What follows belongs to an exercise in optimizing a design on an open flow for small area; a production flow would make more cautious choices.
RTL that was checked went through simulation tests only; none was proved equivalent to the original.
The flow treats the clock pin as an ideal source, which a real chip does not have.
Power figures rest on the tool's default switching activity, not on a simulated workload.

==> 02-07: inputs <==
==> flow/design.v <==
module zcs8_core (
    input  wire        clk,
    input  wire        rst,
    output wire        imem_req,
    output wire [15:0] imem_addr,
    input  wire        imem_ack,
    input  wire [7:0]  imem_rdata,
    input  wire        imem_err,
    output wire        dmem_req,
    output wire        dmem_we,
    output wire [15:0] dmem_addr,
    output wire [7:0]  dmem_wdata,
    input  wire        dmem_ack,
    input  wire [7:0]  dmem_rdata,
    input  wire        dmem_err,
    output wire        halted,
    output wire        faulted,
    output wire [1:0]  fault_code,
    output wire        fault_ram,
    output wire        fault_write,
    output wire [15:0] fault_info,
    output wire [7:0]  reg_a,
    output wire [7:0]  reg_b,
    output wire [7:0]  reg_c,
    output wire [7:0]  reg_d,
    output wire [7:0]  reg_e,
    output wire [7:0]  reg_h,
    output wire [7:0]  reg_l,
    output wire [7:0]  reg_t,
    output wire [15:0] reg_sp,
    output wire [15:0] reg_pc,
    output wire        flag_z,
    output wire        flag_s,
    output wire        flag_p,
    output wire        flag_cy
);
    localparam [3:0] S_CLR  = 4'd0,     
                     S_F    = 4'd1,     
                     S_FW   = 4'd2,     
                     S_IL   = 4'd3,     
                     S_IH   = 4'd4,     
                     S_E    = 4'd5,     
                     S_E2   = 4'd6,     
                     S_SL   = 4'd7,     
                     S_SH   = 4'd8,     
                     S_DQ   = 4'd9,     
                     S_DW   = 4'd10,    
                     S_HALT = 4'd11,
                     S_FP   = 4'd12,    
                     S_FD   = 4'd13,    
                     S_FM   = 4'd14;    
    reg  [3:0]  st;
    reg         imm;                    
    reg         tc;                     
    reg  [7:0]  r0, r1, r2, r3, r4, r5, r6;    
    reg  [7:0]  t;
    reg  [7:0]  spl, sph, pcl, pch;
    reg         fz, fs, fp, fcy;
    reg  [7:0]  ir;
    wire s_clr = (st == S_CLR);
    wire s_f   = (st == S_F);
    wire s_fw  = (st == S_FW);
    wire s_il  = (st == S_IL);
    wire s_ih  = (st == S_IH);
    wire s_e   = (st == S_E);
    wire s_e2  = (st == S_E2);
    wire s_sl  = (st == S_SL);
    wire s_sh  = (st == S_SH);
    wire s_dq  = (st == S_DQ);
    wire s_dw  = (st == S_DW);
    wire s_hlt = (st == S_HALT);
    wire s_fp  = (st == S_FP);
    wire s_fd  = (st == S_FD);
    wire s_fm  = (st == S_FM);
    wire [1:0] hi  = ir[7:6];
    wire [2:0] src = ir[5:3];
    wire [2:0] ctl = ir[2:0];
    wire c7 = (ctl == 3'd7);
    wire s7 = (src == 3'd7);
    wire is_ldi  = (hi == 2'd0) && (src == 3'd0) && !c7;
    wire is_push = (hi == 2'd0) && c7 && !s7;
    wire is_pop  = (hi == 2'd0) && s7 && !c7;
    wire is_lsp  = (ir == 8'h3F);
    wire is_lpc  = (ir == 8'h24);
    wire is_mov  = (hi == 2'd1) && !s7 && !c7;
    wire is_mem  = (hi == 2'd1) && (c7 ^ s7);           
    wire is_jmp  = (hi == 2'd3) && (ctl == 3'd4);
    wire is_hlt  = (ir == 8'hFF);
    wire is_alu  = hi[1] && !s7 && !is_jmp;
    wire is_not  = (ctl == 3'd7);
    wire to_acc  = !hi[0];
    wire stack   = (hi == 2'd0);                         
    reg jflag;
    always @(*) begin
        case (ir[5:4])
            2'd0: jflag = fz;
            2'd1: jflag = fs;
            2'd2: jflag = fp;
            default: jflag = fcy;
        endcase
    end
    wire taken  = is_lpc || (is_jmp && (jflag == ir[3]));
    wire copy16 = is_lsp || taken;                       
    wire dph  = s_dq || s_dw || s_fm;
    wire a_sp = (dph && stack) || s_sl || s_sh;
    wire a_hl = (dph && !stack) || ((s_e || s_e2) && copy16);
    wire a_pc = s_f || s_fw || s_il || s_ih || s_fp;
    wire [15:0] addr = ({16{a_pc}} & {pch, pcl}) | ({16{a_sp}} & {sph, spl})
                     | ({16{a_hl}} & {r5, r6}) | ({16{s_fd}} & {8'h00, ir});
    wire alu_e   = s_e  && is_alu && !is_not;
    wire alu_e2  = s_e2 && is_alu;                       
    wire aluex   = alu_e || alu_e2;
    wire rd_reg  = (s_e && (is_mov || is_alu)) || s_dq;
    wire [2:0] rsel = src;
    wire rd_lo   = s_il || s_sl || (s_e  && copy16);     
    wire rd_hi   = s_ih || s_sh || (s_e2 && copy16);     
    wire rd_imem = s_fw && imm;
    wire rd_dmem = s_dw;
    wire [6:0] rs = {7{rd_reg}} & (7'd1 << rsel);
    wire [7:0] x = ({8{rs[0]}} & r0) | ({8{rs[1]}} & r1) | ({8{rs[2]}} & r2)
                 | ({8{rs[3]}} & r3) | ({8{rs[4]}} & r4) | ({8{rs[5]}} & r5)
                 | ({8{rs[6]}} & r6)
                 | ({8{rd_lo}} & addr[7:0]) | ({8{rd_hi}} & addr[15:8])
                 | ({8{rd_imem}} & imem_rdata)
                 | ({8{rd_dmem}} & dmem_rdata);
    wire [2:0] op = ctl;
    wire inv   = aluex && (op == 3'd2 || op == 3'd3 || op == 3'd7);
    wire dec   = (s_sl || s_sh) && is_push;
    wire m_and = aluex && (op == 3'd4);
    wire m_or  = aluex && (op == 3'd5);
    wire arith = !aluex || !op[2];
    wire cin   = aluex ? ((op == 3'd1) ? fcy : (op == 3'd2) ? 1'b1 : (op == 3'd3) ? !fcy : 1'b0)
                       : ((s_il || (s_sl && !is_push)) ? 1'b1 : (s_ih || s_sh || s_e2) ? tc : 1'b0);
    wire [7:0] p = x ^ {8{inv}};
    wire [7:0] q = ({8{aluex}} & r0) | {8{dec}};
    wire [7:0] t_ = p ^ q;                  
    wire [7:0] g_ = p & q;                  
    wire [8:0] c;
    wire [7:0] res;
    assign c[0] = cin;
    genvar gi;
    generate
        for (gi = 0; gi < 8; gi = gi + 1) begin : g_alu
            assign c[gi + 1] = g_[gi] | (t_[gi] & c[gi]);
            assign res[gi]   = ((t_[gi] & !m_and) ^ (c[gi] & arith)) | (g_[gi] & (m_and | m_or));
        end
    endgenerate
    wire sub    = (op == 3'd2) || (op == 3'd3);
    wire cy_new = !op[2] && (c[8] ^ sub);
    wire z_new  = (res == 8'd0) && !cy_new;
    wire ld_imem = s_fw && imm && imem_ack && !imem_err;
    wire ld_dmem = s_dw && dmem_ack && !dmem_err && !c7;
    wire wr_r    = (s_e && is_mov) || ld_imem || ld_dmem || (aluex && to_acc);
    wire [2:0] dsel = hi[1] ? 3'd0 : ctl;
    wire we_pcl = s_il || (s_e  && taken);
    wire we_pch = s_ih || (s_e2 && taken);
    wire we_spl = s_sl || (s_e  && is_lsp);
    wire we_sph = s_sh || (s_e2 && is_lsp);
    wire we_t   = s_e && (is_mov || is_alu);
    always @(posedge clk) begin
        tc <= c[8];
        if (s_clr || (wr_r && dsel == 3'd0)) r0 <= res;
        if (s_clr || (wr_r && dsel == 3'd1)) r1 <= res;
        if (s_clr || (wr_r && dsel == 3'd2)) r2 <= res;
        if (s_clr || (wr_r && dsel == 3'd3)) r3 <= res;
        if (s_clr || (wr_r && dsel == 3'd4)) r4 <= res;
        if (s_clr || (wr_r && dsel == 3'd5)) r5 <= res;
        if (s_clr || (wr_r && dsel == 3'd6)) r6 <= res;
        if (s_clr || we_pcl) pcl <= res;
        if (s_clr || we_pch) pch <= res;
        if (s_clr || we_spl) spl <= res;
        if (s_clr || we_sph) sph <= res;
        if (s_clr || we_t)   t   <= x;
        if (s_clr || aluex) begin
            fz  <= z_new  && !s_clr;
            fs  <= res[7];
            fp  <= !res[0] && !s_clr;
            fcy <= cy_new && !s_clr;
        end
        if (s_fw && !imm) ir <= imem_rdata;
    end
    always @(posedge clk) begin
        if (rst) begin
            st  <= S_CLR;
            imm <= 1'b0;
        end else begin
            case (st)
                S_CLR: st <= S_F;
                S_F:   st <= S_FW;
                S_FW:  if (imem_ack) st <= imem_err ? S_FP : S_IL;
                S_IL:  st <= S_IH;
                S_IH: begin
                    if (imm) begin
                        imm <= 1'b0;
                        st  <= S_F;
                    end else if (is_ldi) begin
                        imm <= 1'b1;
                        st  <= S_F;
                    end else begin
                        st <= S_E;
                    end
                end
                S_E: begin
                    if (is_hlt)                     st <= S_HALT;
                    else if (is_pop)                st <= S_SL;
                    else if (is_push || is_mem)     st <= S_DQ;
                    else if (copy16 || (is_alu && is_not)) st <= S_E2;
                    else if (is_mov || is_alu || is_jmp)   st <= S_F;
                    else                            st <= S_FD;
                end
                S_E2:  st <= S_F;
                S_SL:  st <= S_SH;
                S_SH:  st <= is_push ? S_F : S_DQ;
                S_DQ:  st <= S_DW;
                S_DW:  if (dmem_ack) st <= dmem_err ? S_FM : (is_push ? S_SL : S_F);
                default: ;
            endcase
        end
    end
    assign imem_req   = s_f;
    assign imem_addr  = addr;
    assign dmem_req   = s_dq;
    assign dmem_we    = c7;
    assign dmem_addr  = addr;
    assign dmem_wdata = x;
    assign halted      = s_hlt;
    assign faulted     = s_fp || s_fd || s_fm;
    assign fault_code  = {s_fd, s_fp || s_fm};
    assign fault_ram   = s_fm;
    assign fault_write = s_fm && c7;
    assign fault_info  = addr;
    assign reg_a  = r0;
    assign reg_b  = r1;
    assign reg_c  = r2;
    assign reg_d  = r3;
    assign reg_e  = r4;
    assign reg_h  = r5;
    assign reg_l  = r6;
    assign reg_t  = t;
    assign reg_sp = {sph, spl};
    assign reg_pc = {pch, pcl};
    assign flag_z  = fz;
    assign flag_s  = fs;
    assign flag_p  = fp;
    assign flag_cy = fcy;
endmodule
==> flow/flow/run.sh <==
#!/bin/bash
# The standard layout (standard.sh), with these changes:
#  - synthesis maps the logic with an area-only ABC script (flow/abc_area.script)
#    and without the full-adder extraction step (ADDER_MAP_FILE empty);
#    everything else in synthesis, registers included, is the standard synthesis,
#    except that pass-through wires get no buffer (SYNTH_INSBUF=0): the port
#    buffers are added in placement as usual;
#  - port buffers are sky130_fd_sc_hd__buf_1 cells;
#  - clock tree synthesis without dummy loads, with clkbuf_4 clock buffers,
#    then flow/post_cts.tcl upsizes the clock buffers whose sinks see the
#    slowest clock edges to clkbuf_8.
# Each tool's output is in orfs/logs/; make's own output is in flow_make.log.
set -euo pipefail
W=$PWD
rm -rf "$W/scripts_local"
cp -r "$FLOW_HOME/scripts" "$W/scripts_local"
cp "$W/flow/abc_area.script" "$W/scripts_local/abc_area.script"
printf 'set ::env(SCRIPTS_DIR) %s\nsource %s\n' "$W/scripts_local" "$W/synth_recipe.tcl" > "$W/my_synth.tcl"
sed "s#SYNTH_SCRIPT=[^ ]*#SYNTH_SCRIPT=$W/my_synth.tcl#" "$W/standard.sh" > "$W/my_standard.sh"
CTS="-sink_clustering_enable -repair_clock_nets -dont_use_dummy_load -buf_list sky130_fd_sc_hd__clkbuf_4"
bash "$W/my_standard.sh" "ADDER_MAP_FILE=" "SYNTH_INSBUF=0" "BUFFER_PORTS_ARGS=-buffer_cell sky130_fd_sc_hd__buf_1" "CTS_ARGS=$CTS" "POST_CTS_TCL=$W/flow/post_cts.tcl" finish > "$W/flow_make.log" 2>&1
==> flow/flow/abc_area.script <==
strash
dch -f
amap -F 10 -A 30
topo
==> flow/flow/post_cts.tcl <==
estimate_parasitics -placement
set upsized 0
foreach inst [get_cells clkbuf_*] {
  if {[get_property [get_property $inst liberty_cell] name] ne "sky130_fd_sc_hd__clkbuf_4"} { continue }
  set out [get_pins -of_objects $inst -filter "direction == output"]
  set worst 0
  foreach p [get_pins -of_objects [get_nets -of_objects $out] -filter "direction == input"] {
    set s [get_property $p slew_max]
    if {$s > $worst} { set worst $s }
  }
  if {$worst > 0.085} {
    replace_cell $inst sky130_fd_sc_hd__clkbuf_8
    incr upsized
  }
}
puts "post_cts: upsized $upsized clock buffers"
detailed_placement
check_placement -verbose
estimate_parasitics -placement
==> flow/standard.sh <==
#!/bin/bash
# synth_recipe.tcl (not shown) runs the flow's synth.tcl, then flattens the netlist and writes it again
# the make line also repeats each setting of config.mk as NAME=value (left out here)
make -C /OpenROAD-flow-scripts/flow DESIGN_CONFIG=/design/flow/config.mk WORK_HOME=/design/flow/orfs CLKGATE_MAP_FILE= SYNTH_SCRIPT=/design/flow/synth_recipe.tcl "${@:-finish}"
==> flow/config.mk <==
export PLATFORM = sky130hd
export DESIGN_NAME = zcs8_core
export DESIGN_NICKNAME = zcs8_core
export VERILOG_FILES = /design/flow/design.v
export SDC_FILE = /design/flow/constraint.sdc
export NUM_CORES = 4
export LEC_CHECK = 0
export ABC_AREA = 1
export CAP_MARGIN = 10
export CORE_MARGIN = 2
export CORE_UTILIZATION = 60
export GPL_TIMING_DRIVEN = 0
export SLEW_MARGIN = 10
==> flow/constraint.sdc <==
create_clock -name core_clock -period 10.0 [get_ports {clk}]
set_input_delay 2.0000 -clock core_clock [delete_from_list [all_inputs] [get_ports {clk}]]
set_output_delay 2.0000 -clock core_clock [all_outputs]
set_load 0.01 [all_outputs]
==> 04-02: changes against 02-07 <==
- CORE_UTILIZATION: 60 -> 50
==> 12-17: changes against 02-07 <==
--- a/flow/design.v
+++ b/flow/design.v
@@ -103,8 +103,2 @@
     wire copy16 = is_lsp || taken;                       
-    wire dph  = s_dq || s_dw || s_fm;
-    wire a_sp = (dph && stack) || s_sl || s_sh;
-    wire a_hl = (dph && !stack) || ((s_e || s_e2) && copy16);
-    wire a_pc = s_f || s_fw || s_il || s_ih || s_fp;
-    wire [15:0] addr = ({16{a_pc}} & {pch, pcl}) | ({16{a_sp}} & {sph, spl})
-                     | ({16{a_hl}} & {r5, r6}) | ({16{s_fd}} & {8'h00, ir});
     wire alu_e   = s_e  && is_alu && !is_not;
@@ -112,6 +106,7 @@
     wire aluex   = alu_e || alu_e2;
-    wire rd_reg  = (s_e && (is_mov || is_alu)) || s_dq;
-    wire [2:0] rsel = src;
-    wire rd_lo   = s_il || s_sl || (s_e  && copy16);     
-    wire rd_hi   = s_ih || s_sh || (s_e2 && copy16);     
+    wire rd_src  = (s_e && (is_mov || is_alu)) || s_dq;
+    wire rd_l    = s_e  && copy16;
+    wire rd_h    = s_e2 && copy16;
+    wire [2:0] rsel = rd_h ? 3'd5 : rd_l ? 3'd6 : src;
+    wire rd_reg  = rd_src || rd_l || rd_h;
     wire rd_imem = s_fw && imm;
@@ -122,3 +117,4 @@
                  | ({8{rs[6]}} & r6)
-                 | ({8{rd_lo}} & addr[7:0]) | ({8{rd_hi}} & addr[15:8])
+                 | ({8{s_il}} & pcl) | ({8{s_ih}} & pch)
+                 | ({8{s_sl}} & spl) | ({8{s_sh}} & sph)
                  | ({8{rd_imem}} & imem_rdata)
@@ -135,5 +131,4 @@
     wire [7:0] q = ({8{aluex}} & r0) | {8{dec}};
-    wire [7:0] t_ = p ^ q;                  
-    wire [7:0] g_ = p & q;                  
     wire [8:0] c;
+    wire [7:0] k;
     wire [7:0] res;
@@ -143,4 +138,5 @@
         for (gi = 0; gi < 8; gi = gi + 1) begin : g_alu
-            assign c[gi + 1] = g_[gi] | (t_[gi] & c[gi]);
-            assign res[gi]   = ((t_[gi] & !m_and) ^ (c[gi] & arith)) | (g_[gi] & (m_and | m_or));
+            assign k[gi]     = (arith & c[gi]) | (m_and & (p[gi] | q[gi])) | (m_or & p[gi] & q[gi]);
+            assign res[gi]   = p[gi] ^ q[gi] ^ k[gi];
+            assign c[gi + 1] = (p[gi] & q[gi]) | (p[gi] & c[gi]) | (q[gi] & c[gi]);
         end
@@ -219,2 +215,8 @@
     end
+    wire dph = s_dq || s_dw || s_fm;
+    wire a_pc = !(dph || s_fd || s_hlt);
+    wire a_sp = dph && stack;
+    wire a_hl = dph && !stack;
+    wire [15:0] addr = ({16{a_pc}} & {pch, pcl}) | ({16{a_sp}} & {sph, spl})
+                     | ({16{a_hl}} & {r5, r6}) | ({16{s_fd}} & {8'h00, ir});
     assign imem_req   = s_f;
==> flow/flow/run.sh (replaced) <==
#!/bin/bash
# The standard layout (standard.sh), with these changes:
#  - synthesis maps the logic with an area-only ABC script (flow/abc_area.script);
#    everything else in synthesis, registers included, is the standard synthesis;
#  - port buffers are sky130_fd_sc_hd__buf_1 cells;
#  - clock tree synthesis without dummy loads, with small clock buffers.
set -euo pipefail
W=$PWD
rm -rf "$W/scripts_local"
cp -r "$FLOW_HOME/scripts" "$W/scripts_local"
cp "$W/flow/abc_area.script" "$W/scripts_local/abc_area.script"
printf 'set ::env(SCRIPTS_DIR) %s\nsource %s\n' "$W/scripts_local" "$W/synth_recipe.tcl" > "$W/my_synth.tcl"
sed "s#SYNTH_SCRIPT=[^ ]*#SYNTH_SCRIPT=$W/my_synth.tcl#" "$W/standard.sh" > "$W/my_standard.sh"
CTS="-sink_clustering_enable -repair_clock_nets -dont_use_dummy_load -sink_clustering_size 20 -buf_list {sky130_fd_sc_hd__clkbuf_4 sky130_fd_sc_hd__clkbuf_8}"
bash "$W/my_standard.sh" "BUFFER_PORTS_ARGS=-buffer_cell sky130_fd_sc_hd__buf_1" "CTS_ARGS=$CTS" finish > "$W/flow_make.log" 2>&1
==> flow/flow/abc_area.script (replaced) <==
strash
dch -f
amap
topo
- CAP_MARGIN: 10 -> 20
- GPL_TIMING_DRIVEN: 0 -> unset
- SLEW_MARGIN: 10 -> 20
removed: flow/flow/post_cts.tcl
==> 10-23: changes against 02-07 <==
--- a/flow/design.v
+++ b/flow/design.v
@@ -101,8 +101,7 @@
     end
-    wire taken  = is_lpc || (is_jmp && (jflag == ir[3]));
-    wire copy16 = is_lsp || taken;                       
+    wire taken  = is_lpc || (is_jmp && (jflag == ir[3]));    
     wire dph  = s_dq || s_dw || s_fm;
-    wire a_sp = (dph && stack) || s_sl || s_sh;
-    wire a_hl = (dph && !stack) || ((s_e || s_e2) && copy16);
-    wire a_pc = s_f || s_fw || s_il || s_ih || s_fp;
+    wire a_sp = (dph && stack) || ((s_sl || s_sh) && !is_lsp);
+    wire a_hl = (dph && !stack) || ((s_sl || s_sh) && is_lsp) || ((s_il || s_ih) && taken);
+    wire a_pc = s_f || s_fw || ((s_il || s_ih) && !taken) || s_fp;
     wire [15:0] addr = ({16{a_pc}} & {pch, pcl}) | ({16{a_sp}} & {sph, spl})
@@ -114,4 +113,4 @@
     wire [2:0] rsel = src;
-    wire rd_lo   = s_il || s_sl || (s_e  && copy16);     
-    wire rd_hi   = s_ih || s_sh || (s_e2 && copy16);     
+    wire rd_lo   = s_il || s_sl;                         
+    wire rd_hi   = s_ih || s_sh;                         
     wire rd_imem = s_fw && imm;
@@ -132,3 +131,3 @@
     wire cin   = aluex ? ((op == 3'd1) ? fcy : (op == 3'd2) ? 1'b1 : (op == 3'd3) ? !fcy : 1'b0)
-                       : ((s_il || (s_sl && !is_push)) ? 1'b1 : (s_ih || s_sh || s_e2) ? tc : 1'b0);
+                       : (((s_il && !taken) || (s_sl && !is_push && !is_lsp)) ? 1'b1 : (s_ih || s_sh) ? tc : 1'b0);
     wire [7:0] p = x ^ {8{inv}};
@@ -154,6 +153,6 @@
     wire [2:0] dsel = hi[1] ? 3'd0 : ctl;
-    wire we_pcl = s_il || (s_e  && taken);
-    wire we_pch = s_ih || (s_e2 && taken);
-    wire we_spl = s_sl || (s_e  && is_lsp);
-    wire we_sph = s_sh || (s_e2 && is_lsp);
+    wire we_pcl = s_il;
+    wire we_pch = s_ih;
+    wire we_spl = s_sl;
+    wire we_sph = s_sh;
     wire we_t   = s_e && (is_mov || is_alu);
@@ -204,6 +203,6 @@
                     if (is_hlt)                     st <= S_HALT;
-                    else if (is_pop)                st <= S_SL;
+                    else if (is_pop || is_lsp)      st <= S_SL;
                     else if (is_push || is_mem)     st <= S_DQ;
-                    else if (copy16 || (is_alu && is_not)) st <= S_E2;
-                    else if (is_mov || is_alu || is_jmp)   st <= S_F;
+                    else if (is_alu && is_not)      st <= S_E2;
+                    else if (is_mov || is_alu || is_jmp || is_lpc) st <= S_F;
                     else                            st <= S_FD;
@@ -212,3 +211,3 @@
                 S_SL:  st <= S_SH;
-                S_SH:  st <= is_push ? S_F : S_DQ;
+                S_SH:  st <= is_pop ? S_DQ : S_F;
                 S_DQ:  st <= S_DW;
==> flow/flow/abc_area.script (replaced) <==
strash
dch -f
amap -F 10 -A 30
strash
dch -f
amap -F 10 -A 30
strash
dch -f
amap -F 10 -A 30
topo
- CAP_MARGIN: 10 -> 5
- SLEW_MARGIN: 10 -> 5
==> results.yml <==
status:
  status: "no timing/DRC/antenna violations"
final_layout:
  area_share_nonclk_buffers_pct: 11.9
  areaGrowthSynthToFinish_pct: 16.7
  instances_no_fill: 889
pwr:
  switchingPower_mw: 1.08
  totalPowerFinal_mw: 2.38
  p_seq_share_pct: 43.0
  power-top-group: "combinational logic"
  leakagePower_nw: 2.36
timing:
  max_freq_mhz: 128
  holdWs_ns: 0.549
place:
  dp_slack_ns: 2.49
global_routing:
  met2_usage_pct: 59.8
  grt_pass1_wl_microns: 30700
  grt_pass1_vias: 5442
worst_hold_path:
  hold-path-endpoint: "st[0]"
detailed_routing:
  dr.pass1.iters: 7
synthesis:
  ys_seq_area_share_pct: 56.5
-- figures above: 12-17

==> results.yml <==
status:
  status: "finished with violations"
  so.violations: "max-capacitance violations, max-slew violations"
worst_hold_path:
  hold-path-endpoint: "st[1]"
final_layout:
  area_share_nonclk_buffers_pct: 11.8
  instances_no_fill: 782
run:
  max_cap_violations: 1
timing:
  maxSlewViolCount: 13
  holdWs_ns: 0.500
  max_freq_mhz: 122
synthesis:
  yosys.area_share.adder_pct: 0
  ys_seq_area_share_pct: 63.7
global_routing:
  met2_usage_pct: 61.9
  grt_pass1_wl_microns: 28100
pwr:
  switchingPower_mw: 1.02
  p_seq_share_pct: 45.7
-- figures above: 10-23

==> results.yml <==
timing:
  max_freq_mhz: 138
pwr:
  switchingPower_mw: 1.04
  leakagePower_nw: 2.10
  power-top-group: "sequential cells"
global_routing:
  met2_usage_pct: 62.8
  grt_pass1_wl_microns: 28000
  grt_pass1_vias: 5035
worst_hold_path:
  hold-path-endpoint: "st[1]"
status:
  status: "no timing/DRC/antenna violations"
detailed_routing:
  dr.pass1.iters: 9
final_layout:
  area_share_nonclk_buffers_pct: 11.3
synthesis:
  ys_seq_area_share_pct: 63.1
-- figures above: 02-07

==> results.yml <==
timing:
  max_freq_mhz: 138
  holdWs_ns: 0.558
pwr:
  totalPowerFinal_mw: 2.24
  p_seq_share_pct: 45.5
  leakagePower_nw: 2.11
  power-top-group: "sequential cells"
detailed_routing:
  dr.pass1.iters: 9
global_routing:
  grt_pass1_vias: 4910
  grt_pass1_wl_microns: 28800
  met2_usage_pct: 54.4
final_layout:
  area_share_nonclk_buffers_pct: 11.4
  instances_no_fill: 824
  areaGrowthSynthToFinish_pct: 21.2
worst_hold_path:
  hold-path-endpoint: "st[1]"
status:
  status: "no timing/DRC/antenna violations"
place:
  dp_slack_ns: 3.18
-- figures above: 04-02

For 12-17, only the layout was checked, not whether the RTL still works.

[static timing again, ports no longer ideal]
The flow's constraints put no driver on any port. The routed layouts listed below were extracted and timed again, unchanged, in two steps.
Step 1 (the two cells are an assumption about what drives the block):
set clk [get_ports {clk}]
set_driving_cell -lib_cell sky130_fd_sc_hd__clkbuf_16 $clk
set_driving_cell -lib_cell sky130_fd_sc_hd__buf_2 [delete_from_list [all_inputs] $clk]
Step 2 adds t to the input delays and takes it off the output delays; t is the mean of the earliest and latest rising clock arrival at the registers after step 1. Input paths then give back, and output paths get back, about the clock's delay inside the block.
a / b / c = ideal ports / drivers / drivers and shift; a / b = the first two.
| run | t (ns) | setup slack, ns | slew at the worst register clock pin (ns) | worst slew at a driven data input, ns |
|---|---|---|---|---|
| 02-07 | 0.439 | 2.730 / 2.730 / 2.730 | 0.08 / 0.08 | 0.05 |
| 04-02 | 0.460 | 2.739 / 2.739 / 2.739 | 0.09 / 0.09 | 0.05 |
| 12-17 | 0.454 | 2.192 / 2.192 / 2.192 | 0.07 / 0.07 | 0.04 |
| 10-23 | 0.425 | 1.801 / 1.801 / 1.801 | 0.09 / 0.09 | 0.05 |
